Source: an optimization exercise on an open RTL-to-GDS flow (aim: small area, a short achievable clock period and few clock cycles per item). Production flows keep margins and buffers that such runs may drop. Only simulation tests tie the RTL to the original design; equivalence was not proved.

==> v8: inputs <==
// bptc19696
module bptc19696 (
    input  wire         clk,
    input  wire         rst,           
    input  wire         start,
    input  wire         op,            
    input  wire [263:0] frame_in,      
    input  wire [95:0]  payload_in,    
    output wire         ready,
    output wire         done,
    output wire [263:0] frame_out,     
    output wire [95:0]  payload_out    
);
clock: 10.0 ns
lec_check: 0
cap_margin: 20
core_margin: 2
core_utilization: 25
slew_margin: 20
run.sh (not shown) runs the stock make flow with config.mk's settings and CLKGATE_MAP_FILE= SYNTH_SCRIPT=/design/flow/synth_recipe.tcl, a recipe that flattens the netlist after the stock synthesis.
==> v15 (differences from v8) <==
--- a/flow/design.v
+++ b/flow/design.v
@@ -60,83 +60,80 @@
             h1393_parity[2] = d[0] ^ d[1] ^ d[2] ^ d[3] ^ d[5] ^ d[7] ^ d[8];
             h1393_parity[3] = d[0] ^ d[2] ^ d[4] ^ d[5] ^ d[8];
         end
     endfunction
     function [12:0] h1393_flip(input [3:0] s);
         begin
-            case (s)
-                4'h1: h1393_flip = 13'd1 << 9;
-                4'h2: h1393_flip = 13'd1 << 10;
-                4'h3: h1393_flip = 13'd1 << 6;
-                4'h4: h1393_flip = 13'd1 << 11;
-                4'h5: h1393_flip = 13'd1 << 3;
-                4'h6: h1393_flip = 13'd1 << 7;
-                4'h7: h1393_flip = 13'd1 << 1;
-                4'h8: h1393_flip = 13'd1 << 12;
-                4'hA: h1393_flip = 13'd1 << 4;
-                4'hC: h1393_flip = 13'd1 << 8;
-                4'hD: h1393_flip = 13'd1 << 5;
-                4'hE: h1393_flip = 13'd1 << 2;
-                4'hF: h1393_flip = 13'd1 << 0;
-                default: h1393_flip = 13'd0;    
-            endcase
+            h1393_flip[0]  = (s == 4'hF);
+            h1393_flip[1]  = (s == 4'h7);
+            h1393_flip[2]  = (s == 4'hE);
+            h1393_flip[3]  = (s == 4'h5);
+            h1393_flip[4]  = (s == 4'hA);
+            h1393_flip[5]  = (s == 4'hD);
+            h1393_flip[6]  = (s == 4'h3);
+            h1393_flip[7]  = (s == 4'h6);
+            h1393_flip[8]  = (s == 4'hC);
+            h1393_flip[9]  = (s == 4'h1);
+            h1393_flip[10] = (s == 4'h2);
+            h1393_flip[11] = (s == 4'h4);
+            h1393_flip[12] = (s == 4'h8);
         end
     endfunction
     function [3:0] h15113_parity(input [10:0] d);
         begin
             h15113_parity[0] = d[0] ^ d[1] ^ d[2] ^ d[3] ^ d[5] ^ d[7] ^ d[8];
             h15113_parity[1] = d[1] ^ d[2] ^ d[3] ^ d[4] ^ d[6] ^ d[8] ^ d[9];
             h15113_parity[2] = d[2] ^ d[3] ^ d[4] ^ d[5] ^ d[7] ^ d[9] ^ d[10];
             h15113_parity[3] = d[0] ^ d[1] ^ d[2] ^ d[4] ^ d[6] ^ d[7] ^ d[10];
         end
     endfunction
     function [14:0] h15113_flip(input [3:0] s);
         begin
-            case (s)
-                4'h1: h15113_flip = 15'd1 << 11;
-                4'h2: h15113_flip = 15'd1 << 12;
-                4'h3: h15113_flip = 15'd1 << 8;
-                4'h4: h15113_flip = 15'd1 << 13;
-                4'h5: h15113_flip = 15'd1 << 5;
-                4'h6: h15113_flip = 15'd1 << 9;
-                4'h7: h15113_flip = 15'd1 << 3;
-                4'h8: h15113_flip = 15'd1 << 14;
-                4'h9: h15113_flip = 15'd1 << 0;
-                4'hA: h15113_flip = 15'd1 << 6;
-                4'hB: h15113_flip = 15'd1 << 1;
-                4'hC: h15113_flip = 15'd1 << 10;
-                4'hD: h15113_flip = 15'd1 << 7;
-                4'hE: h15113_flip = 15'd1 << 4;
-                4'hF: h15113_flip = 15'd1 << 2;
-                default: h15113_flip = 15'd0;
-            endcase
+            h15113_flip[0]  = (s == 4'h9);
+            h15113_flip[1]  = (s == 4'hB);
+            h15113_flip[2]  = (s == 4'hF);
+            h15113_flip[3]  = (s == 4'h7);
+            h15113_flip[4]  = (s == 4'hE);
+            h15113_flip[5]  = (s == 4'h5);
+            h15113_flip[6]  = (s == 4'hA);
+            h15113_flip[7]  = (s == 4'hD);
+            h15113_flip[8]  = (s == 4'h3);
+            h15113_flip[9]  = (s == 4'h6);
+            h15113_flip[10] = (s == 4'hC);
+            h15113_flip[11] = (s == 4'h1);
+            h15113_flip[12] = (s == 4'h2);
+            h15113_flip[13] = (s == 4'h4);
+            h15113_flip[14] = (s == 4'h8);
         end
     endfunction
     reg [195:1] P;          
     reg [7:0]   kx;         
     reg         busy;       
     reg [2:0]   pass;       
     reg         done_r;     
+    reg [59:0]  S;          
     wire [195:0] Pz = {P, 1'b0};
     wire [195:0] colc;             
     wire [195:0] nxt;              
     wire [14:0]  col_fix;          
-    wire [3:0]   colpar [0:14];    
+    wire [195:1] P_next;           
+    wire [59:0]  S_next;           
     genvar gc, gr, gb;
     generate
         for (gc = 0; gc < 15; gc = gc + 1) begin : g_col
             wire [12:0] w;
+            wire [12:0] wn;
             for (gb = 0; gb < 13; gb = gb + 1) begin : g_bit
-                assign w[gb] = Pz[gc + 1 + 15 * gb];
-            end
-            wire [3:0]  par = h1393_parity(w[8:0]);
-            wire [3:0]  syn = par ^ w[12:9];
+                assign w[gb]  = Pz[gc + 1 + 15 * gb];
+                assign wn[gb] = P_next[gc + 1 + 15 * gb];
+            end
+            wire [3:0]  syn = S[4 * gc +: 4];
             wire [12:0] flip = h1393_flip(syn);
             wire [12:0] cw = w ^ flip;
-            assign colpar[gc]  = par;
             assign col_fix[gc] = |flip;
+            assign S_next[4 * gc +: 4] = h1393_parity(wn[8:0]) ^ wn[12:9];
             for (gb = 0; gb < 13; gb = gb + 1) begin : g_wb
                 assign colc[gc + 1 + 15 * gb] = cw[gb];
             end
         end
         assign colc[0] = 1'b0;
         for (gr = 0; gr < 9; gr = gr + 1) begin : g_row
@@ -172,14 +169,16 @@
                 assign load_value[gb] = op ? frame_in[keep_bit(gb - 136)] : frame_in[dint_bit(gb)];
             end else begin : g_mat
                 assign load_value[gb] = op ? enc_data[gb] : frame_in[dint_bit(gb)];
             end
         end
     endgenerate
+    assign P_next = accept ? load_value : nxt[195:1];
     always @(posedge clk) begin
-        P <= accept ? load_value : nxt[195:1];
+        P <= P_next;
+        S <= S_next;
     end
     integer j;
     always @(posedge clk) begin
         for (j = 0; j < 8; j = j + 1)
             kx[j] <= frame_in[keep_bit(60 + j)];
     end
@@ -208,13 +207,13 @@
         for (gb = 0; gb < 196; gb = gb + 1) begin : g_e
             if (gb < 4) begin : g_z
                 assign E[gb] = 1'b0;
             end else if (gb < 136) begin : g_p
                 assign E[gb] = P[gb];
             end else begin : g_c
-                assign E[gb] = colpar[(gb - 136) % 15][(gb - 136) / 15];
+                assign E[gb] = S[4 * ((gb - 136) % 15) + (gb - 136) / 15] ^ P[gb];
             end
         end
     endgenerate
     wire [67:0] kept = {kx, P[195:136]};
     generate
         for (gb = 0; gb < 196; gb = gb + 1) begin : g_fo
CORE_UTILIZATION = 45   (was 25)
CTS_CLUSTER_DIAMETER = 120   (was unset)
CTS_CLUSTER_SIZE = 20   (was unset)
SETUP_SLACK_MARGIN = 5   (was unset)
==> notes <==
- Die area: v15 is smaller than v8 (about 40%).
- Between v15 and v8, the lower critical path depth is in v15 (gap 2).
- Of v8 and v15, v8 has the higher clock-buffer cell count (gap 26).
- In v15 the sequential cell count is higher than in v8, by 60.
- In v8 the register-to-register slack is lower than in v15, by 1.1 ns.
- In v15 the first-iteration DRC count is higher than in v8, by about 3.7%.
- In v8 the hold slack is worse than in v15, by 0.017 ns.
- Between v15 and v8, the lower setup slack is in v8 (gap 2.1 ns).
- Of v8 and v15, v15 has the higher fmax (gap about 30%, measured against v15).
- Of v8 and v15, v15 has the higher non-clock buffer count (gap 8).
Testbench counts of v8, summed over its fixed seeds: cycles 7,055, items 3,200.
Testbench counts of v15, summed over its fixed seeds: cycles 7,055, items 3,200.

## separate check: timing with driven ports
The results above use ideal ports. As a check the final layouts listed here were re-extracted and re-timed, cells and wires unchanged. Step 1 assumes that a clkbuf_16 drives the clock port and a buf_2 every other input. Step 2 times the ports against the registers' clock, not the clock port: input delays grow and output delays shrink by t, the midpoint of the rising clock arrivals with the driver on. Slacks: no drivers / after step 1 / after step 2; pairs: no drivers / after step 1.
run | t, ns | setup WS [ns] | worst slew at a driven data input, ns | pins driven straight from the clock port
v8 | 0.675 | 2.838 / 2.768 / 3.443 | 0.17 | 1
v15 | 0.595 | 4.973 / 4.910 / 4.585 | 0.16 | 1
After both steps every run listed still meets setup and hold. For v15, which loses most, drivers alone change the setup slack by -0.063 ns; drivers and shift together by -0.388 ns.
